This design comes from an exercise in tuning for small area on the open sky130 flow, not from production work.
RTL that was checked went through simulation tests only; none was proved equivalent to the original.
Function not checked in runs 6 and 7: the RTL went through the layout flow alone.
The flow treats the clock pin as an ideal source, which a real chip does not have.
No activity file was given, so power comes from the tool's default toggle rates.

==> flow/config.mk <==
export PLATFORM = sky130hd
export DESIGN_NAME = annette_desc_block
export DESIGN_NICKNAME = annette_desc_block
export VERILOG_FILES = /design/flow/design.v
export SDC_FILE = /design/flow/constraint.sdc
export NUM_CORES = 4
export LEC_CHECK = 0
export CAP_MARGIN = 20
export CORE_MARGIN = 2
export CORE_UTILIZATION = 40
export SLEW_MARGIN = 20
==> flow/design.v <==
module segment_descriptor_codec (
    input  wire [31:0] base,
    input  wire [31:0] limit,
    input  wire [7:0]  access,
    input  wire [63:0] rec,
    output wire [63:0] enc,
    output wire [31:0] dec_base,
    output wire [31:0] dec_limit,
    output wire        dec_gran
);
    wire bytg = (limit[31:17] == 15'd0) && (!limit[16] || (limit[15:0] == 16'd0));
    wire [19:0] lp = limit[31:12];
    wire [20:0] bw;
    assign bw[0] = ~&limit[11:0];
    genvar i;
    generate for (i = 0; i < 20; i = i + 1) begin : g_dec
        assign bw[i+1] = bw[i] & ~lp[i];
    end endgenerate
    wire [19:0] pg = lp ^ bw[19:0];
    wire [19:0] lim20 = bytg ? limit[19:0] : pg;
    wire [3:0]  flags = {~bytg, 3'b100};
    assign enc = {base[31:24],             
                  flags, lim20[19:16],     
                  access,                  
                  base[23:0],              
                  lim20[15:0]};            
    wire [19:0] raw = {rec[51:48], rec[15:0]};
    assign dec_gran  = rec[55] & rec[54];
    assign dec_base  = {rec[63:56], rec[39:16]};
    assign dec_limit = dec_gran ? {raw, 12'hFFF} : {12'd0, raw};
endmodule
module annette_desc_block (
    input  wire        clk,
    input  wire        rst,           
    input  wire [31:0] table_base,
    input  wire        cpl0,
    output wire        cmd_ready,
    input  wire        cmd_valid,
    input  wire [7:0]  cmd,
    input  wire [31:0] base_in,
    input  wire [31:0] limit_in,
    input  wire [7:0]  access_in,
    input  wire [63:0] rec_in,
    input  wire        res_rd,
    input  wire        wr_valid,
    input  wire [31:0] wr_addr,
    input  wire [1:0]  wr_size,
    output wire [63:0] res,
    output wire [7:0]  status,
    output wire        mem_we,
    output wire [31:0] mem_addr,
    output wire [63:0] mem_wdata,
    input  wire        mem_ready,
    output wire        gdtr_we,
    output wire [15:0] gdtr_limit,
    output wire [31:0] gdtr_base
);
    localparam [2:0] F_ILLEGAL_COMMAND     = 3'd1;
    localparam [2:0] F_NOT_INSTALLED       = 3'd2;
    localparam [2:0] F_ALREADY_INSTALLED   = 3'd3;
    localparam [2:0] F_PRIVILEGE_VIOLATION = 3'd4;
    localparam [2:0] F_TABLE_REGION_WRAP   = 3'd5;
    localparam [2:0] F_TABLE_MUTATED       = 3'd6;
    localparam [2:0] F_READ_UNWRITTEN      = 3'd7;
    reg  [2:0]  st;
    reg  [2:0]  cause;
    reg  [63:0] r;
    wire idle      = ~st[2] & ~st[0];
    wire life      = st[1] & ~st[2];
    wire fault     = |cause;
    wire written   = ~r[63] | r[54];
    wire [63:0] enc_rec;
    wire [31:0] dec_base, dec_limit;
    wire        dec_gran;
    segment_descriptor_codec u_codec (
        .base      (base_in),
        .limit     (limit_in),
        .access    (access_in),
        .rec       (rec_in),
        .enc       (enc_rec),
        .dec_base  (dec_base),
        .dec_limit (dec_limit),
        .dec_gran  (dec_gran)
    );
    wire [1:0]  idx = st[1:0];
    wire [26:0] A   = wr_addr[31:5];
    wire [26:0] T   = table_base[31:5];
    wire [5:0]  lo  = {1'b0, wr_addr[4:0]} - {1'b0, table_base[4:0]};
    wire        bo  = lo[5];
    wire [2:0]  s   = {1'b0, table_base[4:3]} + {1'b0, idx};
    wire [27:0] c, ka;
    assign c[0]  = st[2] ? s[2] : bo;
    wire [26:0] TP  = T ^ c[26:0];
    wire        y0  = A[0] ^ TP[0];
    assign ka[0] = y0;
    genvar i;
    generate for (i = 1; i < 27; i = i + 1) begin : g_inc
        if (i == 9 || i == 18) begin : g_grp
            assign c[i] = c[0] & (&T[i-1:0]);
            assign ka[i] = ka[0] & (&A[i-1:0]);
        end else begin : g_rip
            assign c[i] = c[i-1] & T[i-1];
            assign ka[i] = ka[i-1] & A[i-1];
        end
    end endgenerate
    wire [26:0] AY  = A ^ ka[26:0];
    wire        hi  = (AY[26:1] == TP[26:1]);       
    wire [4:0]  ol  = lo[4:0];
    wire        w8  = (&ol[4:3]) & (ol[2:0] != 3'd0);
    wire        w4  = (&ol[4:2]) & (ol[1:0] != 2'd0);
    wire        w2  = &ol;
    wire        wr_hits = hi & (~y0 | (wr_size == 2'd3 & w8) |
                                      (wr_size == 2'd2 & w4) |
                                      (wr_size == 2'd1 & w2));
    wire       g   = idx[1];    
    assign cmd_ready  = idle;
    assign res        = {r[63:54], 2'b00, r[51:0]};
    assign status     = {1'b0, 1'b0, cause, fault, life, 1'b0};
    assign mem_we     = st[2];
    assign mem_addr   = {TP, s[1:0], table_base[2:0]};
    assign mem_wdata  = {8'h00, g, 1'b1, 6'h00,
                         g, 2'b00, g, g & ~idx[0], 1'b0, g, 1'b0,
                         24'h000000, 2'b00, {14{g}}};
    assign gdtr_we    = ~st[2] & st[0];
    assign gdtr_limit = 16'd31;
    assign gdtr_base  = table_base;
    wire take  = idle & ~fault;
    wire c_cmd = take & cmd_valid;
    wire c_hi  = cmd[7:5] == 3'd0;
    wire k00   = c_hi & (cmd[4:0] == 5'h00);
    wire k01   = c_hi & (cmd[4:0] == 5'h01);
    wire k02   = c_hi & (cmd[4:0] == 5'h02);
    wire k03   = c_hi & (cmd[4:0] == 5'h03);
    wire k04   = c_hi & (cmd[4:0] == 5'h04);
    wire k10   = c_hi & (cmd[4:0] == 5'h10);
    wire k1x   = c_hi & (cmd[4:2] == 3'b100) & (cmd[1:0] != 2'b11) & (cmd[1:0] != 2'b00);
    wire kill  = ~(k00 | k01 | k02 | k03 | k04 | k10 | k1x);
    wire w_enc = c_cmd & k01;
    wire w_db  = c_cmd & k02;
    wire w_dl  = c_cmd & k03;
    wire w_dg  = c_cmd & k04;
    wire w_sel = c_cmd & k1x & life;
    wire w_res = w_enc | w_db | w_dl | w_dg | w_sel;
    wire hold  = ~w_res;
    wire        G    = rec_in[55] & rec_in[54];
    reg  [31:0] lo_new;
    integer k;
    always @* begin
        for (k = 0; k < 32; k = k + 1) begin
            lo_new[k] = w_enc & enc_rec[k];
            lo_new[k] = lo_new[k] | (w_db & dec_base[k]);
            lo_new[k] = lo_new[k] | (w_dl & dec_limit[k]);
        end
        lo_new[0] = lo_new[0] | (w_dg & G);
        lo_new[3] = lo_new[3] | (w_sel & cmd[1]);
        lo_new[4] = lo_new[4] | w_sel;
    end
    wire [2:0] f_new =
        ~c_cmd ? ((take & res_rd & ~written) ? F_READ_UNWRITTEN :
                  (take & ~res_rd & wr_valid & life & wr_hits) ? F_TABLE_MUTATED : 3'd0) :
        kill   ? F_ILLEGAL_COMMAND :
        k10    ? (life ? F_ALREADY_INSTALLED :
                  ((&table_base[31:5]) && (|table_base[4:0])) ? F_TABLE_REGION_WRAP : 3'd0) :
        k1x    ? (life ? 3'd0 : F_NOT_INSTALLED) : 3'd0;
    wire start = c_cmd & k10 & ~life & ~((&table_base[31:5]) && (|table_base[4:0]));
    always @(posedge clk) begin
        if (rst) begin
            st    <= 3'b000;
            cause <= 3'd0;
            r[63] <= 1'b1;
            r[54] <= 1'b0;
        end else begin
            if (f_new != 3'd0)
                cause <= f_new;
            if (w_res) begin
                r[63] <= w_enc & enc_rec[63];
                r[54] <= w_enc;
            end
            if (start)
                st <= 3'b100;
            else if (st[2]) begin
                if (mem_ready) begin
                    if (idx != 2'd3)
                        st <= {1'b1, idx + 2'd1};
                    else if (cpl0)
                        st <= 3'b001;
                    else begin
                        st    <= 3'b000;
                        cause <= F_PRIVILEGE_VIOLATION;
                    end
                end
            end else if (st[0])
                st <= 3'b010;
        end
    end
    always @(posedge clk) begin
        r[62:55] <= ({8{w_enc}}  & enc_rec[62:55]) | ({8{hold}}  & r[62:55]);
        r[53:32] <= ({22{w_enc}} & enc_rec[53:32]) | ({22{hold}} & r[53:32]);
        r[31:0]  <= lo_new | ({32{hold}} & r[31:0]);
    end
endmodule
==> flow/flow/run.sh <==
#!/bin/bash
# The standard layout (standard.sh, unchanged synthesis and steps) with
# three placement/CTS choices:
#  - every input and output port still gets its own buffer, made from the
#    smallest buffer cell (buf_1) instead of the default pick;
#  - clock tree from clkbuf_8 cells, without CTS dummy loads;
#  - constant outputs share the tie cells synthesis made (one per value)
#    instead of one tie cell per output.
# Each run's full output goes to standard.log in this folder.
export BUFFER_PORTS_ARGS="-buffer_cell sky130_fd_sc_hd__buf_1"
export CTS_ARGS="-sink_clustering_enable -repair_clock_nets -buf_list sky130_fd_sc_hd__clkbuf_8 -dont_use_dummy_load"
export SKIP_REPAIR_TIE_FANOUT=1
bash standard.sh > standard.log 2>&1
==> flow/standard.sh <==
#!/bin/bash
# synth_recipe.tcl (not shown) runs the flow's synth.tcl, then flattens the netlist and writes it again
# the make line also repeats each setting of config.mk as NAME=value (left out here)
make -C /OpenROAD-flow-scripts/flow DESIGN_CONFIG=/design/flow/config.mk WORK_HOME=/design/flow/orfs CLKGATE_MAP_FILE= SYNTH_SCRIPT=/design/flow/synth_recipe.tcl "${@:-finish}"
==> flow/constraint.sdc <==
create_clock -name core_clock -period 10.0 [get_ports {clk}]
set_input_delay 2.0000 -clock core_clock [delete_from_list [all_inputs] [get_ports {clk}]]
set_output_delay 2.0000 -clock core_clock [all_outputs]
set_load 0.01 [all_outputs]
==> out/qor.yml, run 1 <==
ys_top_cells_by_count: "buf_4, ha_1, dfxtp_1, nor2_1, nand2_1"
final_layout_size_suffix_gt1_share_pct: 2.61
start_util_pct: 40.8
cts-htree-levels: 3
gp_congestion: 0.890
cp-start-kind: "input pin"
setup_slack_ns: 2.43
p_per_area_mw_per_mm2: 104
status: "timing/DRC/antenna clean"
grt_pass1_wl_microns: 31300
crit_path_max_fanout: 4
via_per_inst: 5.26
arrival_ns: 5.57
synth-xor-area-share_pct: 5.36
postLayoutCoreUtil_pct: 45.3
cts.sinks: 68
cap_violations: 0
firstDrtPassIters: 4
fin_skew_ns: 0.0162
routedWlPerCell_microns: 19.1
final_nets: 1216
io-pin-count: 436
ys_ff_latch: 68
antenna_found_initial: 0
drv_slew: 0
criticalPathCategory: "in2out"
core_sq_mm: 0.0144
clockRootBuffer: "clkbuf_8"
synth_top_flop_cell: "dfxtp_1"
place_hpwl_microns: 17700
fillCellCount: 1517
post_cts_buffers: 0
syn2layout_area_growth_pct: 11.1
drtAntennaViolNets: 0
synthTopCellsByArea: "dfxtp_1, buf_4, ha_1"
cts_resized: 0
drc: 0
clockBufferDepth: 2
multi_input_area_sq_mm: 0.00332
cts.clk_slew.worst_paths_ns: 0.07
muxShareOfSynthArea_pct: 0
track_usage_pct: 25.6
antenna_cells: 0
clk_latency_ns: 0.34
grt_max_degree: 62
min_period_over_period_pct: 75.7
portBuffers: 359
netlist_area_sq_mm: 0.00588
synth_top_family_by_area: "buffers and inverters"
synthAdderAreaFrac_pct: 16.6
yosys_warnings: 1
gr-total-overflow: 0
synth_largest_area_cell: "dfxtp_1"
die_y_microns: 125
worst_slew_pin_slew_ns: 0.958
rrSetupSlack_ns: 4.72
synth_edf_count: 0
die_x_microns: 125
end_kind: "output pin"
grt_pass1_vias: 5537
tns_ns: 0
fmax_mhz: 132
routed_wl_microns: 21000
finalSetupViolations: 0
vias: 5803
fin_area_sq_mm: 0.00653
slew_headroom_pct: 35.9
p_leak_nw: 2.68
synth.most_common_cell: "buf_4"
synth_cells: 699
cts_tree: "built"
ys_seq_area_share_pct: 23.1
critPathRequiredTime_ns: 8.00
cts_inserted_buffers: 9
die_area_sq_mm: 0.0157
min_period_ns: 7.57
async_flop_share_pct: 0
rsz0062_at_grt: "no"
ir_worst_vdd_mv: 0.0587
dp_slack_ns: 2.41
synth_compound_area_share_pct: 18.9
postSynthAreaPerCell_sq_um: 8.41
seq_area_sq_mm: 0.00136
hp-class: "reg2reg"
yosys.area_share.simple_pct: 15.2
drtIter0Drc: 311
place_area_sq_mm: 0.00640
row_count: 44
synth_top_area_share_pct: 23.1
hold_buffers: 0
hold_viol: 0
synth.distinct_cells: 58
==> report_power, final <==
part / internal, W / switching [W] / total, W / leakage, nW
logic: 0.0000780 / 0.000125 / 0.000203 / 2.06
registers: 0.000290 / 0.0000105 / 0.000301 / 0.552
clock network: 0.0000804 / 0.0000960 / 0.000176 / 0.0647
total: 0.000449 / 0.000232 / 0.000680 / 2.68
==> layout by cell type (no fill, tap or decap), types with 6 or more instances in the layout <==
cell type,n
nor4_1,15
buf_1,358
nor2_1,54
ha_1,75
a21oi_1,39
a22o_1,35
nand2_1,43
a211oi_1,14
nor3_1,10
clkbuf_8,9
xnor2_1,18
inv_1,34
a221o_1,17
nand3_1,6
xor2_1,18
o21ai_0,27
nand4_1,19
dfxtp_1,68
==> flip-flops by register name (all words and copies together), names as in the netlist <==
| signal | count |
|---|---|
| r | 62 |
| st | 3 |
| cause | 3 |
==> routing by layer <==
layer	track usage, %	vias to the layer above	share of wire (%)
met5	0	-	0
met1	27.7	2721	37
met4	6.34	0	2.0
met2	50.1	238	55
met3	5.35	25	6.2
li1	-	2819	-
==> per-stage QoR <==
stage / instances / hold WS [ns] / total power, W
6_report: 1104 / 0.447 / 0.000680
4_1_cts: 1104 / 0.450 / 0.000688
2_1_floorplan: 699 / 0.467 / 0.000447
3_3_place_gp: 1095 / 0.432 / 0.000508
5_1_grt: 1104 / 0.483 / 0.000721
3_5_place_dp: 1095 / 0.441 / 0.000510
==> logic make-up after synthesis <==
kind of cell	Yosys count
AOI/OAI and AO/OA	157
xor gates and xnor gates	36
adders and majority gates	77
buffers and inverters	184
DFF	68
other	2
and+or+nand+nor	175
==> area by class of cell <==
type,count,area share (%)
flip-flops and latches,68,20.8
inverters,35,2.01
clock buffers,9,1.90
repair buffers,361,20.9
multi-input cells,447,50.9
well taps,184,3.52
==> path summary, 6_finish.rpt <==
kind / startpoint / cells after the start / endpoint
min reg2reg: r[55] / 2 / r[55]
max reg2reg: st[1] / 22 / cause[1]
max: table_base[1] / 19 / mem_addr[31]
min: r[55] / 2 / r[55]
==> worst max-delay path, cell delays in order <==
cell and delay (ns):
buf_1 0.15, inv_1 0.11, ha_1 0.28, nor2b_1 0.11
o21ai_0 0.10, a21boi_0 0.22, o21ai_0 0.15, a22oi_1 0.41
nor2_1 0.10, ha_1 0.20, ha_1 0.17, ha_1 0.17
ha_1 0.18, ha_1 0.18, ha_1 0.18, ha_1 0.18
ha_1 0.18, xor2_1 0.26, buf_1 0.25
==> run 2, diff against run 1 <==
==> flow/flow/run.sh (replaced) <==
#!/bin/bash
# The standard layout (standard.sh, unchanged synthesis and steps) with
# two placement/CTS choices:
#  - every input and output port still gets its own buffer, made from the
#    smallest buffer cell (buf_1) instead of the default pick;
#  - clock tree from clkbuf_8 cells, without CTS dummy loads.
# Each run's full output goes to standard.log in this folder.
export BUFFER_PORTS_ARGS="-buffer_cell sky130_fd_sc_hd__buf_1"
export CTS_ARGS="-sink_clustering_enable -repair_clock_nets -buf_list sky130_fd_sc_hd__clkbuf_8 -dont_use_dummy_load"
bash standard.sh > standard.log 2>&1
==> out/qor.yml, run 2 <==
status: "timing/DRC/antenna clean"
synth.distinct_cells: 58  # unchanged
p_switching_w: 0.000231  # -0.29%
ir_worst_vdd_mv: 0.0465  # -21%
cap_violations: 0  # unchanged
vias: 5907  # +1.8%
dp_slack_ns: 2.43  # +0.0248 ns
hold_buffers: 0  # unchanged
routedWlPerCell_microns: 18.5  # -3.1%
layoutNonFillerInstCount: 1168  # +5.8%
p_leak_nw: 2.89  # +7.7%
synth_top_area_share_pct: 23.1  # unchanged
reg.largest.list: "r (62), cause (3), st (3)"
hold_path_end: "r[55]"
multi_input_area_sq_mm: 0.00356  # +7.2%
rsz0062_at_grt: "no"
clockRootBuffer: "clkbuf_8"
r2r-end: "cause[1]"
start_util_pct: 40.8  # unchanged
post_cts_buffers: 0  # unchanged
criticalPathCategory: "in2out"
met2_usage_pct: 50.3  # +0.16 points
portBuffers: 359  # unchanged
synth_largest_area_cell: "dfxtp_1"
grt_busiest_layer: "met2"
place_inst: 1159  # +5.8%
ys_seq_area_share_pct: 23.1  # unchanged
p_per_area_mw_per_mm2: 100  # -3.5%
cts_tree: "built"
netlist_area_sq_mm: 0.00588  # unchanged
fillCellCount: 1545  # +1.8%
drtAntennaViolNets: 0  # unchanged
combPwrFrac_pct: 30.5  # +0.6 points
async_flop_share_pct: 0  # unchanged
track_usage_pct: 25.8  # +0.28 points
min_period_over_period_pct: 75.4  # -0.34 points
min_period_ns: 7.54  # -0.0340 ns
cts_inserted_buffers: 9  # unchanged
clk_latency_ns: 0.36  # +0.02 ns
final_layout_size_suffix_gt1_share_pct: 2.44  # -0.17 points
switching_share_pct: 33.9  # -0.10 points
grt_pass1_wl_microns: 31300  # +0.13%
synth_cells: 699  # unchanged
end_kind: "output pin"
rrSetupSlack_ns: 4.77  # +0.05 ns
cts_resized: 0  # unchanged
fmax_mhz: 133  # +0.45%
ys_ff_latch: 68  # unchanged
slew_headroom_pct: 36.7  # +0.75 points
drv_slew: 0  # unchanged
synth_top_flop_cell: "dfxtp_1"
routed_wl_microns: 21600  # +2.5%
cts-htree-levels: 3  # unchanged
final_common_cell: "buf_1"
cts.clk_slew.worst_paths_ns: 0.06  # about the same
firstDrtPassIters: 5  # +1
largest_reg_flops: 62  # unchanged
synth.most_common_cell: "buf_4"
grt_max_degree: 62  # unchanged
postSynthAreaPerCell_sq_um: 8.41  # unchanged
r2r_cells: 22  # unchanged
power_frac_seq_pct: 44.3  # about the same
crit_path_max_fanout: 4  # unchanged
holdPathStages: 2  # unchanged
antenna_found_initial: 0  # unchanged
rr_startpoint: "st[1]"
cts.sinks: 68  # unchanged
internal_power_w: 0.000449  # +0.16%
gr-usage-met1_pct: 27.0  # -0.66 points
yosys_warnings: 1  # unchanged
antenna_cells: 0  # unchanged
worst_slew_pin_slew_ns: 0.946  # -0.0112 ns
clockPowerShare_pct: 25.3  # -0.6 points
cp-start-kind: "input pin"
top_register: "r"
tns_ns: 0  # unchanged
die_x_microns: 125  # unchanged
place_area_sq_mm: 0.00664  # +3.8%
grt_use_met3_pct: 6.03  # +0.68 points
fin_area_sq_mm: 0.00677  # +3.7%
io-pin-count: 436  # unchanged
setup_slack_ns: 2.46  # +0.0340 ns
clockBufferDepth: 2  # unchanged
arrival_ns: 5.54  # -0.03 ns
gp_congestion: 0.882  # -0.90%
row_count: 44  # unchanged
synthTopCellsByArea: "dfxtp_1, buf_4, ha_1"
seq_area_sq_mm: 0.00136  # unchanged
synth_edf_count: 0  # unchanged
finalSetupViolations: 0  # unchanged
fin_skew_ns: 0.0261  # +0.00984 ns
postLayoutCoreUtil_pct: 47.0  # +1.7 points
ys_top_cells_by_count: "buf_4, ha_1, dfxtp_1, nor2_1, nand2_1"
syn2layout_area_growth_pct: 15.2
core_sq_mm: 0.0144  # unchanged
hold_viol: 0  # unchanged
hp-start: "r[55]"
drtIter0Drc: 372  # +20%
hp-class: "reg2reg"
die_y_microns: 125  # unchanged
place_hpwl_microns: 18200  # +2.4%
most-common-layout-cells: "buf_1, ha_1, dfxtp_1"
critPathRequiredTime_ns: 8.00  # about the same
drc: 0  # unchanged
final_nets: 1280  # +5.3%
die_area_sq_mm: 0.0157  # unchanged
grt_pass1_vias: 5565  # +0.51%
gr-total-overflow: 0  # unchanged
via_per_inst: 5.06  # -3.8%
run 2: cell types whose count changed in the layout (fill, tap and decap cells not counted):
cell and delta:
conb_1 +64
run 2: cell type report:
cell class | instances | share of cell area, %
Clock buffer | 9 | 1.83
Inverter | 35 | 1.94
Multi-Input combinational cell | 511 | 52.6
Sequential cell | 68 | 20.1
Tap cell | 184 | 3.40
Timing Repair Buffer | 361 | 20.1
run 2: logic make-up after synthesis:
kind of cell | share of synthesized area (%)
AOI/OAI and AO/OA | 18.9
xor gates and xnor gates | 5.36
adders and majority gates | 16.6
buffers and inverters | 20.6
DFF | 23.1
other | 0.128
and+or+nand+nor | 15.2
run 2: how the worst max path moves through the flow:
stage	startpoint	cells after the start	to	slack, ns
finish	table_base[1]	19	mem_addr[22]	2.46
CTS	table_base[1]	19	mem_addr[22]	2.42
global placement	table_base[1]	19	mem_addr[22]	2.48
global route	table_base[1]	19	mem_addr[22]	2.17
floorplan	table_base[1]	17	mem_addr[22]	3.27
detailed placement	table_base[1]	19	mem_addr[22]	2.43
run 2: worst max-delay path: stages:
cell	delay, ns
buf_1	0.16
inv_1	0.11
ha_1	0.28
nor2b_1	0.11
o21ai_0	0.09
a21boi_0	0.24
o21ai_0	0.15
a22oi_1	0.34
nor2b_1	0.09
ha_1	0.19
ha_1	0.18
ha_1	0.18
ha_1	0.18
ha_1	0.18
ha_1	0.19
ha_1	0.18
ha_1	0.18
xor2_1	0.32
buf_1	0.19
run 2: power groups by stage:
| stage | Sequential, W | Combinational, W | Clock (W) |
|---|---|---|---|
| floorplan | 0.000315 | 0.000132 | 0 |
| global route | 0.000303 | 0.000227 | 0.000192 |
| CTS | 0.000301 | 0.000208 | 0.000179 |
| detailed placement | 0.000307 | 0.000206 | 0 |
| global placement | 0.000306 | 0.000205 | 0 |
| finish | 0.000301 | 0.000207 | 0.000172 |
run 2: metrics by stage:
stage / power [W] / hold slack [ns]
after detailed placement: 0.000513 / 0.437
after global routing: 0.000722 / 0.485
after CTS: 0.000688 / 0.448
after floorplan: 0.000447 / 0.467
final: 0.000680 / 0.444
after global placement: 0.000511 / 0.435
run 2: metal layers:
layer  wire, microns  up-vias
met5               0        -
met4             670        0
met3            1520       31
met2           11600      258
met1            7760     2739
li1                -     2879
==> run 3, diff against run 2 <==
==> flow/flow/run.sh (replaced) <==
#!/bin/bash
# The standard layout (standard.sh, unchanged synthesis and steps) with
# three placement/CTS choices:
#  - every input and output port still gets its own buffer, made from the
#    smallest buffer cell (buf_1) instead of the default pick;
#  - clock tree from buf_6 cells, without CTS dummy loads;
#  - constant outputs share the tie cells synthesis made (one per value)
#    instead of one tie cell per output.
# Each run's full output goes to standard.log in this folder.
export BUFFER_PORTS_ARGS="-buffer_cell sky130_fd_sc_hd__buf_1"
export CTS_ARGS="-sink_clustering_enable -repair_clock_nets -buf_list sky130_fd_sc_hd__buf_6 -dont_use_dummy_load"
export SKIP_REPAIR_TIE_FANOUT=1
bash standard.sh > standard.log 2>&1
==> out/qor.yml, run 3 <==
status: "timing/DRC/antenna clean"
antenna_cells: 0  # unchanged
hold_viol: 0  # unchanged
synth_top_flop_cell: "dfxtp_1"
cts-htree-levels: 3  # unchanged
arrival_ns: 5.54  # about the same
grt_pass1_vias: 5531  # -0.61%
ys_ff_latch: 68  # unchanged
total_power_w: 0.000671  # -1.3%
end_kind: "output pin"
cts.clk_slew.worst_paths_ns: 0.07  # about the same
largest_reg_flops: 62  # unchanged
met2_usage_pct: 50.5  # +0.22 points
post_cts_buffers: 0  # unchanged
finalSetupViolations: 0  # unchanged
rsz0062_at_grt: "no"
synth.most_common_cell: "buf_4"
final_nets: 1216  # -5.0%
vias: 5788  # -2.0%
die_y_microns: 125  # unchanged
ys_top_cells_by_count: "buf_4, ha_1, dfxtp_1, nor2_1, nand2_1"
min_period_over_period_pct: 75.4  # +0.076 points
row_count: 44  # unchanged
grt_max_degree: 62  # unchanged
slew_headroom_pct: 37.2  # +0.53 points
setup_slack_ns: 2.46  # -0.00760 ns
synth_edf_count: 0  # unchanged
drc: 0  # unchanged
postSynthAreaPerCell_sq_um: 8.41  # unchanged
place_inst: 1095  # -5.5%
most-common-layout-cells: "buf_1, ha_1, dfxtp_1"
firstDrtPassIters: 4  # -1
synth_cells: 699  # unchanged
syn2layout_area_growth_pct: 10.7
fmax_mhz: 133  # -0.10%
hold_buffers: 0  # unchanged
p_leak_nw: 2.67  # -7.5%
via_per_inst: 5.24  # +3.7%
final_common_cell: "buf_1"
final_layout_size_suffix_gt1_share_pct: 2.61  # +0.17 points
cp-start-kind: "input pin"
routedWlPerCell_microns: 19.1  # +3.1%
p_per_area_mw_per_mm2: 103  # +2.6%
criticalPathCategory: "in2out"
layoutNonFillerInstCount: 1104  # -5.5%
critPathRequiredTime_ns: 8.00  # about the same
clockRootBuffer: "buf_6"
hp-class: "reg2reg"
grt_pass1_wl_microns: 31200  # -0.46%
die_x_microns: 125  # unchanged
grt_busiest_layer: "met2"
clk_latency_ns: 0.33  # -0.03 ns
gr-total-overflow: 0  # unchanged
r2r_cells: 22  # unchanged
core_sq_mm: 0.0144  # unchanged
async_flop_share_pct: 0  # unchanged
crit_path_max_fanout: 4  # unchanged
worst_slew_pin_slew_ns: 0.939  # -0.00787 ns
drv_slew: 0  # unchanged
tns_ns: 0  # unchanged
netlist_area_sq_mm: 0.00588  # unchanged
fin_skew_ns: 0.0223  # -0.00379 ns
min_period_ns: 7.54  # +0.00760 ns
holdPathStages: 2  # unchanged
die_area_sq_mm: 0.0157  # unchanged
drtIter0Drc: 305  # -18%
routed_wl_microns: 21000  # -2.5%
portBuffers: 359  # unchanged
cts_inserted_buffers: 9  # unchanged
cap_violations: 0  # unchanged
top_register: "r"
dp_slack_ns: 2.41  # -0.0248 ns
track_usage_pct: 25.5  # -0.34 points
synth_top_area_share_pct: 23.1  # unchanged
ir_worst_vdd_mv: 0.0557  # +20%
io-pin-count: 436  # unchanged
drtAntennaViolNets: 0  # unchanged
cts_resized: 0  # unchanged
cts_tree: "built"
clockBufferDepth: 2  # unchanged
grt_use_met3_pct: 5.22  # -0.81 points
cts.sinks: 68  # unchanged
antenna_found_initial: 0  # unchanged
synth.distinct_cells: 58  # unchanged
reg.largest.list: "r (62), cause (3), st (3)"
start_util_pct: 40.8  # unchanged
gr-usage-met1_pct: 27.4  # +0.40 points
yosys_warnings: 1  # unchanged
synthTopCellsByArea: "dfxtp_1, buf_4, ha_1"
ys_seq_area_share_pct: 23.1  # unchanged
gp_congestion: 0.890  # +0.91%
place_hpwl_microns: 17700  # -2.3%
synth_largest_area_cell: "dfxtp_1"
-- run 3: cell counts after synthesis --
Identical to the previous run, type by type.
-- run 3: report_power, final --
| group | switching (W) | internal [W] | total [W] |
|---|---|---|---|
| logic | 0.000125 | 0.0000780 | 0.000203 |
| registers | 0.0000105 | 0.000291 | 0.000301 |
| clock network | 0.0000977 | 0.0000691 | 0.000167 |
| total | 0.000233 | 0.000438 | 0.000671 |
-- run 3: layout make-up --
| cell class | instances | area (sq um) |
|---|---|---|
| Clock buffer | 9 | 101 |
| Fill cell | 1524 | 7910 |
| Inverter | 35 | 131 |
| Multi-Input combinational cell | 447 | 3320 |
| Sequential cell | 68 | 1360 |
| Tap cell | 184 | 230 |
| Timing Repair Buffer | 361 | 1360 |
-- run 3: logic make-up (layout without fill, tap and decap cells) --
group | after synthesis | in the layout | synth area share, %
buffers and inverters | 184 | 405 | 20.6
AND/OR/NAND/NOR | 175 | 175 | 15.2
AO/OA/AOI/OAI | 157 | 157 | 18.9
adder cells (fa/ha/maj) | 77 | 77 | 16.6
flip-flops | 68 | 68 | 23.1
XOR/XNOR | 36 | 36 | 5.36
other | 2 | 2 | 0.128
-- run 3: path summary, 6_finish.rpt --
check,from,endpoint,slack [ns]
min reg2reg,r[55],r[55],0.45
min,r[55],r[55],0.45
max reg2reg,st[1],cause[1],4.74
max,table_base[1],mem_addr[31],2.46
-- run 3: worst max-delay path, cell delays in order --
cell and delay [ns]:
buf_1 0.15, inv_1 0.11, ha_1 0.28, nor2b_1 0.11
o21ai_0 0.10, a21boi_0 0.22, o21ai_0 0.15, a22oi_1 0.38
nor2_1 0.10, ha_1 0.19, ha_1 0.17, ha_1 0.17
ha_1 0.18, ha_1 0.18, ha_1 0.18, ha_1 0.18
ha_1 0.18, xor2_1 0.26, buf_1 0.25
-- run 3: routing by layer --
metal / up-vias / wire length (microns)
met5: - / 0
met4: 0 / 381
met3: 22 / 1230
met2: 225 / 11600
met1: 2719 / 7850
li1: 2822 / -
-- run 3: through the flow --
| step | hold slack, ns | area, sq um | util [%] |
|---|---|---|---|
| 3_5_place_dp | 0.441 | 6400 | 44.4 |
| 3_3_place_gp | 0.432 | 6400 | 44.4 |
| 5_1_grt | 0.484 | 6510 | 45.1 |
| 2_1_floorplan | 0.467 | 5880 | - |
| 4_1_cts | 0.451 | 6500 | 45.1 |
| 6_report | 0.447 | 6510 | 45.1 |
==> run 4, diff against run 3 <==
--- a/flow/design.v
+++ b/flow/design.v
@@ -97,11 +97,10 @@
     generate for (i = 1; i < 27; i = i + 1) begin : g_inc
         if (i == 9 || i == 18) begin : g_grp
             assign c[i] = c[0] & (&T[i-1:0]);
-            assign ka[i] = ka[0] & (&A[i-1:0]);
         end else begin : g_rip
             assign c[i] = c[i-1] & T[i-1];
-            assign ka[i] = ka[i-1] & A[i-1];
         end
+        assign ka[i] = ka[i-1] & A[i-1];
     end endgenerate
     wire [26:0] AY  = A ^ ka[26:0];
     wire        hi  = (AY[26:1] == TP[26:1]);       
==> out/qor.yml, run 4 <==
ys_top_cells_by_count: "buf_4, ha_1, dfxtp_1, nand2_1, a22oi_1"
finalSetupViolations: 0  # unchanged
largest_reg_flops: 62  # unchanged
min_period_over_period_pct: 93.1  # +18 points
slowest_stage: "ha_1"
cts_tree: "built"
async_flop_share_pct: 0  # unchanged
ir_worst_vdd_mv: 0.0560  # +0.48%
crit_end: "cause[1]"
tns_ns: 0  # unchanged
fillCellCount: 1491  # -2.2%
track_usage_pct: 24.6  # -0.91 points
yosys_warnings: 1  # unchanged
clockBufferDepth: 2  # unchanged
clk_latency_ns: 0.32  # about the same
r2r-end: "cause[1]"
critPathRequiredTime_ns: 10.23  # +2.23 ns
hold_buffers: 0  # unchanged
dp_slack_ns: 0.356  # -2.05 ns
synthTopCellsByArea: "dfxtp_1, ha_1, buf_4"
via_per_inst: 5.23  # -0.30%
syn2layout_area_growth_pct: 12.8
cts_inserted_buffers: 9  # unchanged
post_cts_buffers: 0  # unchanged
place_area_sq_mm: 0.00639  # -0.18%
slew_headroom_pct: 45.7  # +8.5 points
p_switching_w: 0.000222  # -4.8%
crit_path_max_fanout: 4  # unchanged
antenna_found_initial: 1  # +1
rr_startpoint: "st[1]"
drc: 0  # unchanged
synth_largest_area_cell: "dfxtp_1"
min_period_ns: 9.31  # +1.77 ns
grt_max_degree: 61  # -1.6%
path_common_cell: "ha_1"
grt_pass1_wl_microns: 28300  # -9.2%
arrival_ns: 9.54  # +4.00 ns
most-common-layout-cells: "buf_1, ha_1, dfxtp_1"
die_area_sq_mm: 0.0154  # -2.1%
ys_seq_area_share_pct: 23.7  # +0.50 points
portBuffers: 359  # unchanged
cp-start-kind: "input pin"
end_kind: "flip-flop"
p_per_area_mw_per_mm2: 101  # -1.9%
cts-htree-levels: 3  # unchanged
synth.distinct_cells: 51  # -12%
fin_skew_ns: 0.0245  # +0.00219 ns
io-pin-count: 436  # unchanged
whs_ns: 0.440  # -0.00691 ns
vias: 5708  # -1.4%
drv_slew: 0  # unchanged
p_leak_nw: 2.65  # -0.72%
internal_power_w: 0.000435  # -0.66%
worst_slew_pin_slew_ns: 0.811  # -0.127 ns
cts.sinks: 68  # unchanged
place_hpwl_microns: 17200  # -3.1%
yosys.area_share.simple_pct: 15.5  # +0.27 points
row_count: 43  # -2.3%
status: "timing/DRC/antenna clean"
reg.largest.list: "r (62), cause (3), st (3)"
cts.clk_slew.worst_paths_ns: 0.06  # about the same
grt_pass1_vias: 5132  # -7.2%
netlist_area_sq_mm: 0.00576  # -2.1%
drtIter0Drc: 233  # -24%
die_x_microns: 124  # -1.0%
clockPowerShare_pct: 24.7  # -0.2 points
gp_congestion: 0.935  # +5.1%
critPathLaunch: "table_base[1]"
start_util_pct: 41.1  # +0.37 points
fin_area_sq_mm: 0.00649  # -0.25%
synth_top_area_share_pct: 23.7  # +0.50 points
firstDrtPassIters: 5  # +1
top_register: "r"
core_sq_mm: 0.0140  # -3.0%
synthAdderAreaFrac_pct: 17.4  # +0.80 points
setup_slack_ns: 0.688  # -1.77 ns
fmax_mhz: 107  # -19%
switching_share_pct: 33.8  # -0.97 points
muxShareOfSynthArea_pct: 1.57  # +1.6 points
cap_violations: 0  # unchanged
r2r_cells: 38  # +73%
ys_ff_latch: 68  # unchanged
synth_compound_area_share_pct: 16.8  # -2.0 points
postSynthAreaPerCell_sq_um: 8.40  # -0.13%
synth-xor-area-share_pct: 5.02  # -0.34 points
power_frac_seq_pct: 45.5  # +0.6 points
hold_viol: 0  # unchanged
die_y_microns: 124  # -1.0%
routedWlPerCell_microns: 18.6  # -2.6%
routed_wl_microns: 20300  # -3.6%
rsz0062_at_grt: "no"
gr-total-overflow: 0  # unchanged
cts_resized: 0  # unchanged
combPwrFrac_pct: 29.8  # -0.5 points
synth_edf_count: 0  # unchanged
final_common_cell: "buf_1"
synth_top_flop_cell: "dfxtp_1"
hp-class: "reg2reg"
clockRootBuffer: "buf_6"
drtAntennaViolNets: 0  # unchanged
synth.most_common_cell: "buf_4"
synth_top_family_by_area: "buffers and inverters"
final_layout_size_suffix_gt1_share_pct: 3.51  # +0.90 points
synth_cells: 685  # -2.0%
final_nets: 1209  # -0.58%
rrSetupSlack_ns: 2.38  # -2.36 ns
criticalPathCategory: "in2reg"
max_stage_delay_ns: 0.29  # -0.09 ns
==> run 4: changes by cell type after synthesis, sizes merged, moves of 10 or more <==
| cell | previous run | this run |
|---|---|---|
| nand2b | 5 | 15 |
| a221o | 17 | 1 |
| a22oi | 5 | 35 |
| nand2 | 45 | 62 |
| o211ai | 1 | 17 |
| a21oi | 40 | 29 |
| a22o | 35 | 23 |
| o21ai | 28 | 10 |
| buf | 142 | 130 |
| nor2 | 56 | 27 |
| clkbuf | 7 | 17 |
| nand3 | 6 | 19 |
| a211oi | 14 | 1 |
==> run 4: per-stage QoR <==
step	total power, W	utilization, %	instances
2_1_floorplan	0.000440	-	685
3_3_place_gp	0.000498	45.6	1082
3_5_place_dp	0.000500	45.7	1082
4_1_cts	0.000660	46.4	1091
5_1_grt	0.000697	46.4	1092
6_report	0.000657	46.4	1092
==> run 4: cell type report <==
cell class              count  area [sq um]  area share [%]
diodes                      1          2.50          0.0385
clock buffers               9           101            1.56
inverters                  34           128            1.96
multi-input cells         436          3290            50.7
flip-flops and latches     68          1360            21.0
well taps                 180           225            3.47
repair buffers            364          1390            21.3
==> run 4: worst max-delay path: cells and delay by family <==
family | cells | cell delay (ns)
fa+ha+maj | 28 | 5.22
compound gates | 6 | 1.20
simple gates | 4 | 0.62
xor+xnor | 1 | 0.16
buf+inv | 4 | 0.35
==> run 4: how the worst min path moves through the flow <==
stage,from,end,slack (ns),cells past startpoint
3_3_place_gp,r[55],r[55],0.42,2
2_1_floorplan,r[55],r[55],0.46,2
6_report,r[55],r[55],0.44,2
4_1_cts,r[55],r[55],0.44,2
5_1_grt,r[55],r[55],0.48,2
3_5_place_dp,r[55],r[55],0.43,2
==> run 4: metal layers <==
metal,vias to the layer above,share of wire [%],track usage (%)
met3,22,6.1,3.89
met1,2671,41,31.5
met5,-,0,0
met2,259,51,43.7
met4,0,1.6,4.85
li1,2756,-,-
==> run 4: logic make-up (layout without fill, tap and decap cells) <==
kind of cell,Yosys count,in the layout
AOI/OAI and AO/OA,137,137
xor gates and xnor gates,33,33
adders and majority gates,79,79
buffers and inverters,181,407
DFF,68,68
muxes,8,8
other,2,3
and+or+nand+nor,177,177
==> run 4: power groups by stage <==
stage	Combinational [W]	Clock [W]	Sequential [W]
after CTS	0.000196	0.000165	0.000299
after detailed placement	0.000195	0	0.000305
final	0.000196	0.000162	0.000299
after floorplan	0.000127	0	0.000313
after global placement	0.000194	0	0.000304
after global routing	0.000218	0.000178	0.000301
==> run 5, diff against run 4 <==
--- a/flow/design.v
+++ b/flow/design.v
@@ -88,27 +88,29 @@
     wire [5:0]  lo  = {1'b0, wr_addr[4:0]} - {1'b0, table_base[4:0]};
     wire        bo  = lo[5];
     wire [2:0]  s   = {1'b0, table_base[4:3]} + {1'b0, idx};
-    wire [27:0] c, ka;
+    wire [27:0] c;
+    wire [26:0] ma;                                  
     assign c[0]  = st[2] ? s[2] : bo;
-    wire [26:0] TP  = T ^ c[26:0];
-    wire        y0  = A[0] ^ TP[0];
-    assign ka[0] = y0;
+    assign ma[0] = 1'b1;
     genvar i;
-    generate for (i = 1; i < 27; i = i + 1) begin : g_inc
+    generate for (i = 0; i < 27; i = i + 1) begin : g_inc
         if (i == 9 || i == 18) begin : g_grp
             assign c[i] = c[0] & (&T[i-1:0]);
-        end else begin : g_rip
+        end else if (i > 0) begin : g_rip
             assign c[i] = c[i-1] & T[i-1];
         end
-        assign ka[i] = ka[i-1] & A[i-1];
+        if (i > 0) begin : g_ma
+            assign ma[i] = ma[i-1] & A[i-1];
+        end
     end endgenerate
-    wire [26:0] AY  = A ^ ka[26:0];
-    wire        hi  = (AY[26:1] == TP[26:1]);       
+    wire [26:0] TP  = T ^ c[26:0];
+    wire [26:0] y   = A ^ TP;
+    wire        hi  = ~|(y[26:1] ^ (ma[26:1] & {26{y[0]}}));
     wire [4:0]  ol  = lo[4:0];
     wire        w8  = (&ol[4:3]) & (ol[2:0] != 3'd0);
     wire        w4  = (&ol[4:2]) & (ol[1:0] != 2'd0);
     wire        w2  = &ol;
-    wire        wr_hits = hi & (~y0 | (wr_size == 2'd3 & w8) |
+    wire        wr_hits = hi & (~y[0] | (wr_size == 2'd3 & w8) |
                                       (wr_size == 2'd2 & w4) |
                                       (wr_size == 2'd1 & w2));
     wire       g   = idx[1];    
==> flow/flow/run.sh (replaced) <==
#!/bin/bash
# The standard layout (standard.sh, unchanged synthesis and steps) with
# four placement/CTS/routing choices:
#  - every input and output port still gets its own buffer, made from the
#    smallest buffer cell (buf_1) instead of the default pick;
#  - clock tree from clkbuf_8 cells, without CTS dummy loads;
#  - constant outputs share the tie cells synthesis made (one per value)
#    instead of one tie cell per output;
#  - after CTS, gates on paths with positive slack are downsized
#    (repair_timing -recover_power), then max-slew/max-cap is repaired
#    (flow/post_cts.tcl, run through ORFS's POST_CTS_TCL hook).
# Each run's full output goes to standard.log in this folder.
export BUFFER_PORTS_ARGS="-buffer_cell sky130_fd_sc_hd__buf_1"
export CTS_ARGS="-sink_clustering_enable -repair_clock_nets -buf_list sky130_fd_sc_hd__clkbuf_8 -dont_use_dummy_load"
export SKIP_REPAIR_TIE_FANOUT=1
export POST_CTS_TCL="$PWD/flow/post_cts.tcl"
bash standard.sh > standard.log 2>&1
==> flow/flow/post_cts.tcl (new file) <==
# Runs at the end of ORFS's CTS step (POST_CTS_TCL hook), before the
# step writes its database: downsize gates on paths with positive slack,
# then fix any max-slew/max-capacitance violation this causes and
# re-legalize the placement. Global routing later repairs again with
# routed parasitics.
estimate_parasitics -placement
repair_timing -recover_power 100 -verbose
repair_design -slew_margin 20 -cap_margin 20 -verbose
detailed_placement
check_placement -verbose
==> out/qor.yml, run 5 <==
cp-start-kind: "input pin"
setup_slack_ns: 2.42  # +1.73 ns
cp_top_family: "adder cells"
final_nets: 1249  # +3.3%
synth_largest_area_cell: "dfxtp_1"
reg.largest.list: "r (62), cause (3), st (3)"
gp_congestion: 0.880  # -5.9%
p_leak_nw: 2.61  # -1.4%
portBuffers: 359  # unchanged
cap_violations: 0  # unchanged
track_usage_pct: 24.3  # -0.28 points
gr-total-overflow: 0  # unchanged
synth_edf_count: 0  # unchanged
top_register: "r"
firstDrtPassIters: 5  # unchanged
io-pin-count: 436  # unchanged
grt_max_degree: 61  # unchanged
slowest_stage: "a21oi_1"
postSynthAreaPerCell_sq_um: 7.87  # -6.4%
antenna_found_initial: 2  # +1
synth_top_area_share_pct: 23.0  # -0.61 points
hold_viol: 0  # unchanged
arrival_ns: 5.58  # -3.96 ns
final_layout_size_suffix_gt1_share_pct: 2.97  # -0.54 points
ir_worst_vdd_mv: 0.0489  # -13%
crit_path_max_fanout: 4  # unchanged
drtIter0Drc: 415  # +78%
finalSetupViolations: 0  # unchanged
end_kind: "output pin"
rsz0062_at_grt: "no"
largest_reg_flops: 62  # unchanged
drtAntennaViolNets: 0  # unchanged
routed_wl_microns: 20200  # -0.12%
final_common_cell: "buf_1"
yosys_warnings: 1  # unchanged
p_per_area_mw_per_mm2: 101  # +0.16%
min_period_over_period_pct: 75.8  # -17 points
path_common_cell: "ha_1"
drv_slew: 0  # unchanged
ys_ff_latch: 68  # unchanged
min_period_ns: 7.58  # -1.73 ns
start_util_pct: 40.8  # -0.35 points
synthTopCellsByArea: "dfxtp_1, buf_4, ha_1"
cts_tree: "built"
place_hpwl_microns: 16800  # -2.0%
grt_pass1_wl_microns: 30200  # +6.6%
async_flop_share_pct: 0  # unchanged
clk_latency_ns: 0.35  # +0.03 ns
fmax_mhz: 132  # +23%
row_count: 44  # +2.3%
postLayoutCoreUtil_pct: 46.1  # -0.36 points
via_per_inst: 5.25  # +0.35%
syn2layout_area_growth_pct: 12.9  # about the same
worst-path-buf-inv: 5  # +1
routedWlPerCell_microns: 17.4  # -6.1%
synth.distinct_cells: 59  # +16%
cts.sinks: 68  # unchanged
drc: 0  # unchanged
vias: 6095  # +6.8%
die_x_microns: 126  # +1.3%
slew_headroom_pct: 33.5  # -12 points
criticalPathCategory: "in2out"
synth_cells: 751  # +9.6%
netlist_area_sq_mm: 0.00591  # +2.6%
hp-class: "reg2reg"
place_inst: 1149  # +6.2%
status: "timing/DRC/antenna clean"
grt_pass1_vias: 5666  # +10%
dp_slack_ns: 2.46  # +2.10 ns
path_cells: "buf_1, inv_1, ha_1, inv_1, o21ai_0, a21o_1, a211oi_1, a21oi_1, nor2_1, ha_1, ha_1, ha_1, ha_1, ha_1, ha_1, ha_1, ha_1, xnor2_1, inv_1, buf_1"
worst_slew_pin_slew_ns: 0.998  # +0.186 ns
critPathRequiredTime_ns: 8.00  # -2.23 ns
max_stage_delay_ns: 0.33  # +0.04 ns
ys_top_cells_by_count: "buf_4, nand2_1, dfxtp_1, ha_1, inv_1"
synth.most_common_cell: "buf_4"
fin_skew_ns: 0.0210  # -0.00347 ns
die_y_microns: 126  # +1.3%
synth_top_flop_cell: "dfxtp_1"
ys_seq_area_share_pct: 23.0  # -0.61 points
cts.clk_slew.worst_paths_ns: 0.06  # about the same
most-common-layout-cells: "buf_1, nand2_1, dfxtp_1"
die_area_sq_mm: 0.0158  # +2.5%
core_sq_mm: 0.0145  # +3.5%
tns_ns: 0  # unchanged
layoutNonFillerInstCount: 1162  # +6.4%
-- run 5: kinds of logic (layout without fill, tap and decap cells) --
family          count (synthesis)  count (layout)  synth area share, %
flops                          68              68                 23.0
xor+xnor                       32              32                 4.74
buf+inv                       193             418                 20.0
other cells                     2               4                0.127
mux                            13              13                 2.25
compound gates                151             151                 17.9
fa+ha+maj                      54              54                 11.7
simple gates                  238             238                 20.2
-- run 5: worst min-delay path, stage by stage, from the launching register on --
cell and delay [ns]:
dfxtp_1 0.32, nand2_1 0.04, o21ai_0 0.05
-- run 5: where the power goes --
part           internal, W  switching, W  leakage [nW]  total, W
sequential        0.000290     0.0000106         0.552  0.000300
combinational    0.0000783      0.000124          2.00  0.000202
clock            0.0000802     0.0000936        0.0647  0.000174
-- run 5: through the flow --
stage	total power (W)	instance area [sq um]	hold WS, ns
after floorplan	0.000446	5910	0.463
after global placement	0.000506	6510	0.424
after detailed placement	0.000507	6510	0.436
after global routing	0.000716	6670	0.458
final	0.000676	6670	0.447
-- run 5: final cells by class --
type	count	area (sq um)
inverter	44	165
antenna	2	5.00
multi-input combinational	490	3370
clock buffer	9	124
sequential	68	1360
timing repair buffer	365	1410
tap	184	230
fill	1603	7810
-- run 5: final timing paths --
path,start,endpoint,slack [ns],cells after the start
setup reg to reg,st[1],cause[1],4.89,21
hold reg to reg,r[50],r[50],0.45,2
setup / recovery,table_base[2],mem_addr[22],2.42,20
hold / removal,r[50],r[50],0.45,2
-- run 5: routing by layer --
metal | GRT usage, % | up-vias | share of wire, %
met3 | 4.96 | 32 | 6.1
met2 | 43.1 | 237 | 51
li1 | - | 2997 | -
met5 | 0 | - | 0
met1 | 29.3 | 2829 | 41
met4 | 7.91 | 0 | 2.0
==> run 6, diff against run 5 <==
--- a/flow/design.v
+++ b/flow/design.v
@@ -62,11 +62,11 @@
     localparam [2:0] F_TABLE_REGION_WRAP   = 3'd5;
     localparam [2:0] F_TABLE_MUTATED       = 3'd6;
     localparam [2:0] F_READ_UNWRITTEN      = 3'd7;
-    reg  [2:0]  st;
+    reg  [1:0]  st;
     reg  [2:0]  cause;
     reg  [63:0] r;
-    wire idle      = ~st[2] & ~st[0];
-    wire life      = st[1] & ~st[2];
+    wire idle      = ~st[1];
+    wire life      = st[0];                 
     wire fault     = |cause;
     wire written   = ~r[63] | r[54];
     wire [63:0] enc_rec;
@@ -82,16 +82,18 @@
         .dec_limit (dec_limit),
         .dec_gran  (dec_gran)
     );
-    wire [1:0]  idx = st[1:0];
+    wire [1:0]  idx = cause[1:0];
     wire [26:0] A   = wr_addr[31:5];
     wire [26:0] T   = table_base[31:5];
     wire [5:0]  lo  = {1'b0, wr_addr[4:0]} - {1'b0, table_base[4:0]};
     wire        bo  = lo[5];
     wire [2:0]  s   = {1'b0, table_base[4:3]} + {1'b0, idx};
     wire [27:0] c;
-    wire [26:0] ma;                                  
-    assign c[0]  = st[2] ? s[2] : bo;
-    assign ma[0] = 1'b1;
+    wire [26:0] TP  = T ^ c[26:0];
+    wire [26:0] y   = A ^ TP;
+    wire [26:0] mb;                                  
+    assign c[0]  = st[1] ? s[2] : bo;
+    assign mb[0] = y[0];
     genvar i;
     generate for (i = 0; i < 27; i = i + 1) begin : g_inc
         if (i == 9 || i == 18) begin : g_grp
@@ -99,13 +101,11 @@
         end else if (i > 0) begin : g_rip
             assign c[i] = c[i-1] & T[i-1];
         end
-        if (i > 0) begin : g_ma
-            assign ma[i] = ma[i-1] & A[i-1];
+        if (i > 0) begin : g_mb
+            assign mb[i] = mb[i-1] & A[i-1];
         end
     end endgenerate
-    wire [26:0] TP  = T ^ c[26:0];
-    wire [26:0] y   = A ^ TP;
-    wire        hi  = ~|(y[26:1] ^ (ma[26:1] & {26{y[0]}}));
+    wire        hi  = ~|(y[26:1] ^ mb[26:1]);       
     wire [4:0]  ol  = lo[4:0];
     wire        w8  = (&ol[4:3]) & (ol[2:0] != 3'd0);
     wire        w4  = (&ol[4:2]) & (ol[1:0] != 2'd0);
@@ -117,12 +117,12 @@
     assign cmd_ready  = idle;
     assign res        = {r[63:54], 2'b00, r[51:0]};
     assign status     = {1'b0, 1'b0, cause, fault, life, 1'b0};
-    assign mem_we     = st[2];
+    assign mem_we     = st[1] & ~st[0];
     assign mem_addr   = {TP, s[1:0], table_base[2:0]};
     assign mem_wdata  = {8'h00, g, 1'b1, 6'h00,
                          g, 2'b00, g, g & ~idx[0], 1'b0, g, 1'b0,
                          24'h000000, 2'b00, {14{g}}};
-    assign gdtr_we    = ~st[2] & st[0];
+    assign gdtr_we    = st[1] & st[0];
     assign gdtr_limit = 16'd31;
     assign gdtr_base  = table_base;
     wire take  = idle & ~fault;
@@ -166,7 +166,7 @@
     wire start = c_cmd & k10 & ~life & ~((&table_base[31:5]) && (|table_base[4:0]));
     always @(posedge clk) begin
         if (rst) begin
-            st    <= 3'b000;
+            st    <= 2'b00;
             cause <= 3'd0;
             r[63] <= 1'b1;
             r[54] <= 1'b0;
@@ -178,20 +178,21 @@
                 r[54] <= w_enc;
             end
             if (start)
-                st <= 3'b100;
-            else if (st[2]) begin
+                st <= 2'b10;                     
+            else if (mem_we) begin
                 if (mem_ready) begin
                     if (idx != 2'd3)
-                        st <= {1'b1, idx + 2'd1};
-                    else if (cpl0)
-                        st <= 3'b001;
-                    else begin
-                        st    <= 3'b000;
+                        cause[1:0] <= idx + 2'd1;
+                    else if (cpl0) begin
+                        st    <= 2'b11;
+                        cause <= 3'd0;
+                    end else begin
+                        st    <= 2'b00;
                         cause <= F_PRIVILEGE_VIOLATION;
                     end
                 end
-            end else if (st[0])
-                st <= 3'b010;
+            end else if (st[1])
+                st <= 2'b01;
         end
     end
     always @(posedge clk) begin
==> flow/flow/run.sh (replaced) <==
#!/bin/bash
# The standard layout (standard.sh, unchanged synthesis and steps) with
# three placement/CTS choices:
#  - every input and output port still gets its own buffer, made from the
#    smallest buffer cell (buf_1) instead of the default pick;
#  - clock tree from clkbuf_8 cells, without CTS dummy loads;
#  - constant outputs share the tie cells synthesis made (one per value)
#    instead of one tie cell per output.
# Each run's full output goes to standard.log in this folder.
export BUFFER_PORTS_ARGS="-buffer_cell sky130_fd_sc_hd__buf_1"
export CTS_ARGS="-sink_clustering_enable -repair_clock_nets -buf_list sky130_fd_sc_hd__clkbuf_8 -dont_use_dummy_load"
export SKIP_REPAIR_TIE_FANOUT=1
bash standard.sh > standard.log 2>&1
removed: flow/flow/post_cts.tcl
==> out/qor.yml, run 6 <==
start_util_pct: 41.2  # +0.42 points
hold_viol: 0  # unchanged
portBuffers: 359  # unchanged
vias: 6096  # +0.016%
place_hpwl_microns: 16700  # -1.0%
via_per_inst: 5.21  # -0.75%
synthTopCellsByArea: "dfxtp_1, buf_4, ha_1"
gr-total-overflow: 0  # unchanged
gp_congestion: 0.859  # -2.5%
hold_buffers: 0
grt_max_degree: 61  # unchanged
layoutNonFillerInstCount: 1171  # +0.77%
slew_headroom_pct: 31.9  # -1.6 points
rr_startpoint: "cause[1]"
worst-path-buf-inv: 3  # -2
postSynthAreaPerCell_sq_um: 7.89  # +0.33%
post_cts_buffers: 0
p_leak_nw: 2.55  # -2.2%
holdPathStages: 2  # unchanged
synth_cells: 762  # +1.5%
combPwrFrac_pct: 33.1  # +3.2 points
routed_wl_microns: 19900  # -1.6%
synth_top_area_share_pct: 22.3  # -0.74 points
ir_worst_vdd_mv: 0.0619  # +27%
criticalPathCategory: "in2out"
tns_ns: 0  # unchanged
synth_top_flop_cell: "dfxtp_1"
core_sq_mm: 0.0146  # +0.76%
drv_slew: 0  # unchanged
min_period_ns: 7.20  # -0.380 ns
largest_reg_flops: 62  # unchanged
p_per_area_mw_per_mm2: 106  # +4.8%
yosys_warnings: 1  # unchanged
min_period_over_period_pct: 72.0  # -3.8 points
cts.sinks: 67  # -1.5%
dp_slack_ns: 2.77  # +0.311 ns
crit_path_max_fanout: 4  # unchanged
drtIter0Drc: 364  # -12%
whs_ns: 0.443  # -0.00423 ns
p_switching_w: 0.000256  # +12%
die_x_microns: 127  # +0.87%
rrSetupSlack_ns: 5.05  # +0.16 ns
synth.most_common_cell: "buf_4"
ys_ff_latch: 67  # -1.5%
switching_share_pct: 35.7  # +2.0 points
cts-htree-levels: 3
drc: 0  # unchanged
crit_end: "mem_addr[22]"
fin_skew_ns: 0.0229  # +0.00197 ns
setup_slack_ns: 2.80  # +0.380 ns
status: "timing/DRC/antenna clean"
critPathLaunch: "table_base[1]"
critPathRequiredTime_ns: 8.00  # about the same
grt_pass1_vias: 5575  # -1.6%
routedWlPerCell_microns: 17.0  # -2.3%
path_common_cell: "ha_1"
firstDrtPassIters: 5  # unchanged
clk_latency_ns: 0.35  # about the same
syn2layout_area_growth_pct: 12.3
io-pin-count: 436  # unchanged
antenna_found_initial: 1  # -1
cts.clk_slew.worst_paths_ns: 0.06  # about the same
netlist_area_sq_mm: 0.00601  # +1.8%
clockPowerShare_pct: 24.8  # -0.9 points
r2r-end: "cause[1]"
clockBufferDepth: 2
top_register: "r"
die_y_microns: 127  # +0.87%
final_common_cell: "buf_1"
r2r_cells: 19  # -9.5%
row_count: 44  # unchanged
fmax_mhz: 139  # +5.3%
power_frac_seq_pct: 42.2  # -2.2 points
cp.depth: 19  # -5.0%
worst_slew_pin_slew_ns: 1.01  # +0.0141 ns
ys_seq_area_share_pct: 22.3  # -0.74 points
path_cells: "buf_1, inv_1, ha_1, a21o_1, a21o_1, a21o_1, a211oi_1, a21oi_1, nor2b_1, ha_1, ha_1, ha_1, ha_1, ha_1, ha_1, ha_1, ha_1, xor2_1, buf_1"
synth_largest_area_cell: "dfxtp_1"
track_usage_pct: 23.9  # -0.45 points
max_stage_delay_ns: 0.29  # -0.04 ns
most-common-layout-cells: "buf_1, nand2_1, dfxtp_1"
clockRootBuffer: "clkbuf_8"
rsz0062_at_grt: "no"
die_area_sq_mm: 0.0160  # +1.7%
cts_tree: "built"
synth.distinct_cells: 64  # +8.5%
slowest_stage: "ha_1"
grt_pass1_wl_microns: 30000  # -0.50%
cp_top_family: "adder cells"
synth_edf_count: 0  # unchanged
hp-class: "reg2reg"
reg.largest.list: "r (62), cause (3), st (2)"
cts_inserted_buffers: 9
cts_resized: 0
internal_power_w: 0.000461  # +2.9%
final_layout_size_suffix_gt1_share_pct: 2.74  # -0.23 points
final_nets: 1260  # +0.88%
finalSetupViolations: 0  # unchanged
async_flop_share_pct: 0  # unchanged
place_inst: 1161  # +1.0%
cap_violations: 0  # unchanged
fillCellCount: 1598  # -0.31%
arrival_ns: 5.20  # -0.38 ns
end_kind: "output pin"
drtAntennaViolNets: 0  # unchanged
ys_top_cells_by_count: "buf_4, nand2_1, dfxtp_1, ha_1, o21ai_0"
cp-start-kind: "input pin"
run 6: worst min path at each step:
stage          endpoint  start  slack (ns)
3_3_place_gp      r[55]  r[55]        0.42
4_1_cts           r[55]  r[55]        0.44
2_1_floorplan     r[48]  r[48]        0.46
3_5_place_dp      r[55]  r[55]        0.43
6_report          r[55]  r[55]        0.44
5_1_grt           r[55]  r[55]        0.46
run 6: final cells by class:
| cell class | count | area [sq um] | share of cell area, % |
|---|---|---|---|
| diodes | 1 | 2.50 | 0.0371 |
| clock buffers | 9 | 124 | 1.83 |
| inverters | 37 | 139 | 2.06 |
| multi-input cells | 510 | 3540 | 52.4 |
| flip-flops and latches | 67 | 1340 | 19.9 |
| well taps | 184 | 230 | 3.41 |
| repair buffers | 363 | 1380 | 20.4 |
run 6: per-layer routing:
layer	vias up	routed length [microns]	GRT usage [%]
li1	3042	-	-
met1	2767	7780	28.2
met2	265	10200	43.2
met3	22	1550	5.74
met4	0	360	5.95
met5	-	0	0
run 6: cell families after synthesis:
group / after synthesis / share of synthesized area (%)
flip-flops: 67 / 22.3
multiplexers: 10 / 1.66
AND/OR/NAND/NOR: 242 / 21.2
XOR/XNOR: 37 / 5.39
buffers and inverters: 185 / 19.2
AO/OA/AOI/OAI: 164 / 18.4
adder cells (fa/ha/maj): 55 / 11.7
other: 2 / 0.125
run 6: power groups by stage:
stage	registers (W)	logic [W]	clock network (W)
final	0.000303	0.000237	0.000178
after floorplan	0.000316	0.000166	0
after global routing	0.000305	0.000264	0.000195
after global placement	0.000308	0.000237	0
after detailed placement	0.000308	0.000238	0
after CTS	0.000303	0.000239	0.000184
run 6: per-stage QoR:
stage | area (sq um) | util (%) | total power, W
2_1_floorplan | 6010 | - | 0.000482
3_3_place_gp | 6630 | 45.4 | 0.000545
3_5_place_dp | 6630 | 45.4 | 0.000546
4_1_cts | 6750 | 46.3 | 0.000726
5_1_grt | 6750 | 46.3 | 0.000765
6_report | 6750 | 46.3 | 0.000718
run 6: worst min-delay path, cell delays in order, from the launching register on:
cell and delay (ns):
dfxtp_1 0.31, nand2_1 0.05, nand2_1 0.04
==> run 7, diff against run 6 <==
--- a/flow/design.v
+++ b/flow/design.v
@@ -88,29 +88,28 @@
     wire [5:0]  lo  = {1'b0, wr_addr[4:0]} - {1'b0, table_base[4:0]};
     wire        bo  = lo[5];
     wire [2:0]  s   = {1'b0, table_base[4:3]} + {1'b0, idx};
-    wire [27:0] c;
+    wire [27:0] c, ka;
+    assign c[0]  = st[1] ? s[2] : bo;
     wire [26:0] TP  = T ^ c[26:0];
-    wire [26:0] y   = A ^ TP;
-    wire [26:0] mb;                                  
-    assign c[0]  = st[1] ? s[2] : bo;
-    assign mb[0] = y[0];
+    wire        y0  = A[0] ^ TP[0];
+    assign ka[0] = y0;
     genvar i;
-    generate for (i = 0; i < 27; i = i + 1) begin : g_inc
+    generate for (i = 1; i < 27; i = i + 1) begin : g_inc
         if (i == 9 || i == 18) begin : g_grp
             assign c[i] = c[0] & (&T[i-1:0]);
-        end else if (i > 0) begin : g_rip
+            assign ka[i] = ka[0] & (&A[i-1:0]);
+        end else begin : g_rip
             assign c[i] = c[i-1] & T[i-1];
-        end
-        if (i > 0) begin : g_mb
-            assign mb[i] = mb[i-1] & A[i-1];
+            assign ka[i] = ka[i-1] & A[i-1];
         end
     end endgenerate
-    wire        hi  = ~|(y[26:1] ^ mb[26:1]);       
+    wire [26:0] AY  = A ^ ka[26:0];
+    wire        hi  = (AY[26:1] == TP[26:1]);       
     wire [4:0]  ol  = lo[4:0];
     wire        w8  = (&ol[4:3]) & (ol[2:0] != 3'd0);
     wire        w4  = (&ol[4:2]) & (ol[1:0] != 2'd0);
     wire        w2  = &ol;
-    wire        wr_hits = hi & (~y[0] | (wr_size == 2'd3 & w8) |
+    wire        wr_hits = hi & (~y0 | (wr_size == 2'd3 & w8) |
                                       (wr_size == 2'd2 & w4) |
                                       (wr_size == 2'd1 & w2));
     wire       g   = idx[1];    
==> out/qor.yml, run 7 <==
status: "timing/DRC/antenna clean"
final_nets: 1219  # -3.3%
post_cts_buffers: 0  # unchanged
min_period_ns: 7.35  # +0.148 ns
met2_usage_pct: 43.0  # -0.19 points
postSynthAreaPerCell_sq_um: 8.41  # +6.6%
synthTopCellsByArea: "dfxtp_1, ha_1, buf_4"
die_y_microns: 125  # -0.94%
die_area_sq_mm: 0.0157  # -1.9%
reg.largest.list: "r (62), cause (3), st (2)"
vias: 5728  # -6.0%
path_cells: "buf_1, inv_1, ha_1, nor2b_1, o21a_1, o21ai_0, a21boi_0, o31a_1, inv_1, ha_1, ha_1, ha_1, ha_1, ha_1, ha_1, ha_1, ha_1, xor2_1, buf_1"
max_stage_delay_ns: 0.28  # about the same
holdPathStages: 2  # unchanged
clockRootBuffer: "clkbuf_8"
p_leak_nw: 2.64  # +3.2%
synth.most_common_cell: "buf_4"
slew_headroom_pct: 34.3  # +2.4 points
grt_max_degree: 62  # +1.6%
p_switching_w: 0.000248  # -3.3%
cp-start-kind: "input pin"
routedWlPerCell_microns: 18.7  # +9.7%
ys_top_cells_by_count: "buf_4, ha_1, nand2_1, dfxtp_1"
cts_tree: "built"
criticalPathCategory: "in2out"
cts_inserted_buffers: 9  # unchanged
cts-htree-levels: 3  # unchanged
layoutNonFillerInstCount: 1107  # -5.5%
worst_slew_pin_slew_ns: 0.985  # -0.0267 ns
gp_congestion: 0.920  # +7.1%
tns_ns: 0  # unchanged
r2r-end: "cause[1]"
drc: 0  # unchanged
hp-class: "reg2reg"
ys_seq_area_share_pct: 22.7  # +0.44 points
power_frac_seq_pct: 42.8  # +0.6 points
routed_wl_microns: 20700  # +3.7%
grt_use_met3_pct: 6.89  # +1.2 points
final_common_cell: "buf_1"
cap_violations: 0  # unchanged
crit_path_max_fanout: 4  # unchanged
min_period_over_period_pct: 73.5  # +1.5 points
ys_ff_latch: 67  # unchanged
synth_top_flop_cell: "dfxtp_1"
fin_skew_ns: 0.0184  # -0.00457 ns
place_hpwl_microns: 17300  # +3.9%
start_util_pct: 40.7  # -0.49 points
clockBufferDepth: 2  # unchanged
ir_worst_vdd_mv: 0.0512  # -17%
fin_area_sq_mm: 0.00659  # -2.4%
cts.clk_slew.worst_paths_ns: 0.05  # about the same
synth_edf_count: 0  # unchanged
synth_largest_area_cell: "dfxtp_1"
clockPowerShare_pct: 24.6  # -0.2 points
p_per_area_mw_per_mm2: 107  # +0.64%
synth.distinct_cells: 61  # -4.7%
grt_pass1_wl_microns: 31100  # +3.4%
netlist_area_sq_mm: 0.00590  # -1.9%
place_inst: 1097  # -5.5%
gr-usage-met1_pct: 31.2  # +2.9 points
finalSetupViolations: 0  # unchanged
async_flop_share_pct: 0  # unchanged
drv_slew: 0  # unchanged
antenna_found_initial: 0  # -1
cts.sinks: 67  # unchanged
rsz0062_at_grt: "no"
hold_viol: 0  # unchanged
arrival_ns: 5.35  # +0.15 ns
syn2layout_area_growth_pct: 11.7
r2r_cells: 22  # +3
==> run 7: cell count changes in the layout (fill, tap and decap cells not counted), moves of 6 or more <==
cell       before  now
ha_1           53   76
o21ai_0        39   16
nand3_1        29    9
a22oi_1        17    1
o21ai_2         0   10
mux2i_1        10    1
o21ai_1         0    9
a221o_1         2    8
a222oi_1        0    6
nand2b_1       10    4
o2bb2ai_1       6    0
==> run 7: cell families after synthesis <==
family	after synthesis	share of synthesized area, %
simple gates	187	16.3
buf+inv	183	20.0
compound gates	147	18.5
fa+ha+maj	78	16.8
flops	67	22.7
xor+xnor	36	5.35
other cells	2	0.127
mux	1	0.170
==> run 7: power groups by stage <==
stage	Sequential [W]	Combinational [W]	Clock, W
final	0.000301	0.000229	0.000174
after global placement	0.000306	0.000228	0
after global routing	0.000304	0.000253	0.000187
after detailed placement	0.000307	0.000228	0
after CTS	0.000301	0.000230	0.000175
after floorplan	0.000315	0.000158	0
==> run 7: worst max-delay path by stage <==
stage,from,end,slack [ns],cells past startpoint
after floorplan,table_base[1],mem_addr[31],3.35,17
after global placement,table_base[1],cause[1],2.61,27
after detailed placement,table_base[1],cause[1],2.56,27
after CTS,table_base[1],mem_addr[31],2.65,19
after global routing,table_base[1],mem_addr[31],2.34,19
final,table_base[1],mem_addr[13],2.65,19
==> run 7: final cells by class <==
cell class | count | area [sq um] | area share, %
antenna | 1 | 2.50 | 0.0380
inverter | 34 | 128 | 1.94
timing repair buffer | 361 | 1360 | 20.7
tap | 184 | 230 | 3.49
multi-input combinational | 451 | 3400 | 51.6
sequential | 67 | 1340 | 20.4
clock buffer | 9 | 124 | 1.88
==> run 7: per-stage QoR <==
step / power (W) / setup WS, ns / hold WS [ns]
detailed placement: 0.000535 / 2.56 / 0.427
floorplan: 0.000473 / 3.35 / 0.463
finish: 0.000705 / 2.65 / 0.433
CTS: 0.000707 / 2.65 / 0.436
global route: 0.000744 / 2.34 / 0.457
global placement: 0.000534 / 2.61 / 0.424
==> run 7: layer usage <==
| metal | share of wire, % | routed length [microns] | vias up |
|---|---|---|---|
| met5 | 0 | 0 | - |
| met4 | 2.8 | 575 | 0 |
| met3 | 7.5 | 1560 | 31 |
| met2 | 48 | 10000 | 253 |
| met1 | 41 | 8540 | 2630 |
| li1 | - | - | 2814 |
==> run 7: worst min-delay path, delay by kind of cell (launching register included) <==
kind | cells | cell delay (ns)
simple gates | 2 | 0.09
flops | 1 | 0.30

port drivers added, routing unchanged:
Ports are ideal in the flow. The routed layouts listed here were re-timed in OpenROAD. Step 1, drivers: a clkbuf_16 drives clk and a buf_2 each remaining input, both assumed. Step 2 times the ports against the registers' clock, not the clock port: input delays grow and output delays shrink by t, the midpoint of the rising clock arrivals with the driver on. Three values: ideal, step 1, step 2; two values: the first two.
run | t, ns | setup slack, ns
run 1 | 0.373 | 2.430 / 2.408 / 2.408
run 2 | 0.378 | 2.464 / 2.441 / 2.441
run 3 | 0.341 | 2.456 / 2.434 / 2.434
run 4 | 0.342 | 0.688 / 0.701 / 0.360
run 5 | 0.378 | 2.418 / 2.394 / 2.394
run 6 | 0.380 | 2.798 / 2.774 / 2.774
run 7 | 0.385 | 2.650 / 2.626 / 2.546
After both steps every run listed still meets setup and hold.
